This is an optimization exercise on Yosys and OpenROAD, whose aim is small area, not a production implementation.
The RTL was checked by simulation tests, not by an equivalence proof against the original design.

==> 11-18 <==
==> flow/design.v (excerpt) <==
module seelevel (
    input  wire        clk,
    input  wire        rst,
    input  wire        rx,
    output wire        tx,
    output wire        irq,
    input  wire        bus_en,
    input  wire        bus_we,
    input  wire [11:0] bus_addr,
    input  wire [31:0] bus_wdata,
    output wire [31:0] bus_rdata
);
export LEC_CHECK = 0
export CAP_MARGIN = 35
export CORE_MARGIN = 2
export CORE_UTILIZATION = 65
export CTS_CLUSTER_DIAMETER = 80
export CTS_CLUSTER_SIZE = 30
export PLACE_DENSITY = 0.75
export SLEW_MARGIN = 45
export SYNTH_HIERARCHICAL = 1
create_clock -name core_clock -period 50.0 [get_ports {clk}]
run.sh (not shown) runs the stock make flow with config.mk's settings and CLKGATE_MAP_FILE= SYNTH_SCRIPT=/design/flow/synth_recipe.tcl, a recipe that flattens the netlist after the stock synthesis.
==> 11-27 (differences from 11-18) <==
--- a/flow/design.v
+++ b/flow/design.v
@@ -114,13 +114,18 @@
     wire in_son  = (phase == PH_SEL_ON);
     wire in_ch   = (phase == PH_CAP_HIGH);
     wire in_cl   = (phase == PH_CAP_LOW);
     wire in_eval = (phase == PH_EVAL);
     wire sel_more = (sel_rem != 8'd0);
     wire cap_store = in_cl & rx_s;
-    reg  [95:0] dbit;
+    wire [95:0] dbit;
+    generate
+        for (g = 0; g < 96; g = g + 1) begin : g_dbit
+            assign dbit[g] = (dur_q[16*g +: 16] > 16'd26);
+        end
+    endgenerate
     wire            dec_ok;
     wire [12*8-1:0] dec_bytes;
     wire [2:0]      fail_code;
     wire [10*8-1:0] seg_out;
     wire [9:0]      seg_wr;
     wire [3:0]      seg_n;
@@ -233,28 +238,25 @@
     wire ev_passed = in_eval & (is_lvl | (fail_code == 3'd0));
     wire seg_commit = ev_passed & ~is_lvl;
     wire frame_commit = in_eval & frame_op & dec_ok;
     wire [6:0]  dur_widx = busy ? dur_count : dur_idx;
     wire        dur_we   = busy ? cap_store : (hw & is_dur);
     wire [15:0] dur_wd   = use_int ? dur_meas : wd16;
-    wire        dur_wd_gt = (dur_wd > 16'd26);
     wire [5:0]  dwh;
     wire [15:0] dwl;
     generate
         for (g = 0; g < 6; g = g + 1) begin : g_dwh
             assign dwh[g] = rst | (dur_we & (dur_widx[6:4] == g));
         end
         for (g = 0; g < 16; g = g + 1) begin : g_dwl
             assign dwl[g] = rst | (dur_widx[3:0] == g);
         end
         for (g = 0; g < 96; g = g + 1) begin : g_dur
             always @(posedge clk)
-                if (dwh[g/16] & dwl[g%16]) begin
+                if (dwh[g/16] & dwl[g%16])
                     dur_q[16*g +: 16] <= dur_wd;
-                    dbit[g]           <= dur_wd_gt;
-                end
         end
     endgenerate
     genvar b;
     generate
         for (g = 0; g < 12; g = g + 1) begin : g_frame
             wire wh = rst | (hw & is_frame & (w[3:0] == g));
==> flow/flow/run.sh (new file) <==
#!/bin/bash
# Own layout flow: the standard ORFS flow (standard.sh, unchanged
# synthesis, floorplan, placement, routing and finishing) with two changes:
#  - clock tree synthesis with fixed sink clusters (30 sinks, 80 um) and no
#    dummy loads;
#  - minimum-size buffers on the input and output ports.
# The make output goes to standard.log; ORFS keeps each tool's log under
# orfs/logs/.
set -euo pipefail
export CTS_ARGS="-sink_clustering_enable -repair_clock_nets -dont_use_dummy_load -sink_clustering_size 30 -sink_clustering_max_diameter 80"
export BUFFER_PORTS_ARGS="-buffer_cell sky130_fd_sc_hd__buf_1"
bash standard.sh > standard.log 2>&1
==> flow/standard.sh (new file) <==
#!/bin/bash
# synth_recipe.tcl (not shown) runs the flow's synth.tcl, then flattens the netlist and writes it again
# the make line also repeats each setting of config.mk as NAME=value (left out here)
make -C /OpenROAD-flow-scripts/flow DESIGN_CONFIG=/design/flow/config.mk WORK_HOME=/design/flow/orfs CLKGATE_MAP_FILE= SYNTH_SCRIPT=/design/flow/synth_recipe.tcl "${@:-finish}"
- CAP_MARGIN: 35 -> 20
- CORE_UTILIZATION: 65 -> 80
- CTS_CLUSTER_DIAMETER: 80 -> not set
- CTS_CLUSTER_SIZE: 30 -> not set
- PLACE_DENSITY: 0.75 -> 0.88
- SLEW_MARGIN: 45 -> 20
removed: flow/run.sh
==> results.ini <==
[synthesis]
netlist.area_leader.share_pct = 59.4
synthMuxAreaShare_pct = 0.209
yosysSeqAreaShare_pct = 66.3
synth_area_um2 = 91800
synth_edf_count = 1814
ys_top_cells_by_count = 1,814 x edfxtp_1, 1,046 x a222oi_1, 487 x nor2_1
synth_nets = 6815
synth-simple-area-share_pct = 10.3

[cts]
numCtsBuffers = 85

[outcome]
error = [ERROR GRT-0232] Routing congestion too high. Check the congestion heatmap in the GUI.
lastStage = global routing (5_1_grt)
outcome = aborted with a tool error

[place]
placed_area_um2 = 96600
dp_cells = 8290
dp_hpwl_um = 260000
post-place-ws_ns = 25.21

[floorplan]
dieHeight_um = 343
rows = 124
initial_core_util_pct = 80.5

[grt]
grt_max_degree = 96

Source of the figures above: 11-27

==> results.ini <==
[floorplan]
dieHeight_um = 379
initial_core_util_pct = 65.5

[synthesis]
synth_area_um2 = 91400
synth_edf_count = 1910
netlist.area_leader.share_pct = 62.8
synthMuxAreaShare_pct = 0.199
synth-simple-area-share_pct = 8.16
yosysSeqAreaShare_pct = 69.7
ys_top_cells_by_count = 1,910 x edfxtp_1, 1,046 x a222oi_1, 499 x nor2_1

[outcome]
outcome = complete, no violations

[place]
placed_area_um2 = 98300
dp_hpwl_um = 226000
dp_cells = 8210

[grt]
grt_max_degree = 98

Source of the figures above: 11-18


==> build 92: inputs <==
seelevel, a different RTL version from the one above (not shown whole).
clock: 50.0 ns
lec_check: 0
cap_margin: 25
core_margin: 2
core_utilization: 68
place_density: 0.78
slew_margin: 25
synth_hierarchical: 1
standard.sh (not shown) runs the stock make flow with config.mk's settings and CLKGATE_MAP_FILE= SYNTH_SCRIPT=/design/flow/synth_recipe.tcl, a recipe that flattens the netlist after the stock synthesis.
==> flow/flow/run.sh <==
#!/bin/bash
# Own layout flow: the standard ORFS flow (standard.sh, unchanged
# synthesis, floorplan, placement, routing and finishing) with two changes:
#  - clock tree synthesis with fixed sink clusters (30 sinks, 80 um) and no
#    dummy loads;
#  - minimum-size buffers on the input and output ports.
# The make output goes to standard.log; ORFS keeps each tool's log under
# orfs/logs/.
set -euo pipefail
export CTS_ARGS="-sink_clustering_enable -repair_clock_nets -dont_use_dummy_load -sink_clustering_size 30 -sink_clustering_max_diameter 80"
export BUFFER_PORTS_ARGS="-buffer_cell sky130_fd_sc_hd__buf_1"
bash standard.sh > standard.log 2>&1
==> build 44 (differences from build 92) <==
Settings changed: CAP_MARGIN 25 to 30, SLEW_MARGIN 25 to 30.
==> flow_summary_export.csv <==
group,metric,value,unit
routing,routed-wl-met3,57000,um
setup_path,slowest_delay,1.00,ns
status,status,"finished clean",
place,dp.cells,7951,
place,place_area,0.0966,sq mm
final_layout,diodes,15,
The numbers above come from build 44.

==> flow_summary_export.csv <==
group,metric,value,unit
routing,wl_per_cell,41.2,um
cts,htreeDepth,3,
synthesis,ys_ff_latch,2226,
routing,antenna_left,0,
place,place.gp.congestion,1.07,
place,dp.cells,7945,
final_layout,diodes,18,
sta,finalSetupViolations,0,
worst_hold_path,hp-class,"reg2reg",
global_routing,grt_util_met2,0.708,
synthesis,yosysMostFrequentCell,"edfxtp_1",
routing,drc,0,
routing,routed-wl-met3,57100,um
place,place_area,0.0964,sq mm
status,status,"finished clean",
The numbers above come from build 92.

[separate check: timing with driven ports]
In the flow no input, the clock included, has a driving cell. The finished layouts below were timed again as built, in two steps. Step 1, drivers: a clkbuf_16 drives clk and a buf_2 each remaining input, both assumed. Step 2 times the ports against the registers' clock, not the clock port: input delays grow and output delays shrink by t, the midpoint of the rising clock arrivals with the driver on. Slacks: no drivers / after step 1 / after step 2; pairs: no drivers / after step 1.
run	shift t [ns]	setup WS [ns]	worst setup path after step 2	worst register clock-pin slew, ns	pins driven straight from the clock port
11-18	0.855	24.181 / 24.155 / 24.155	input to output	0.12 / 0.12	1
build 92	0.819	24.183 / 24.153 / 24.153	input to output	0.12 / 0.12	1
build 44	0.808	24.752 / 24.723 / 24.723	input to output	0.12 / 0.12	1
After both steps setup and hold are still met in every run listed. For build 92, which loses most, drivers alone change the setup slack by -0.030 ns; drivers and shift together by -0.030 ns.
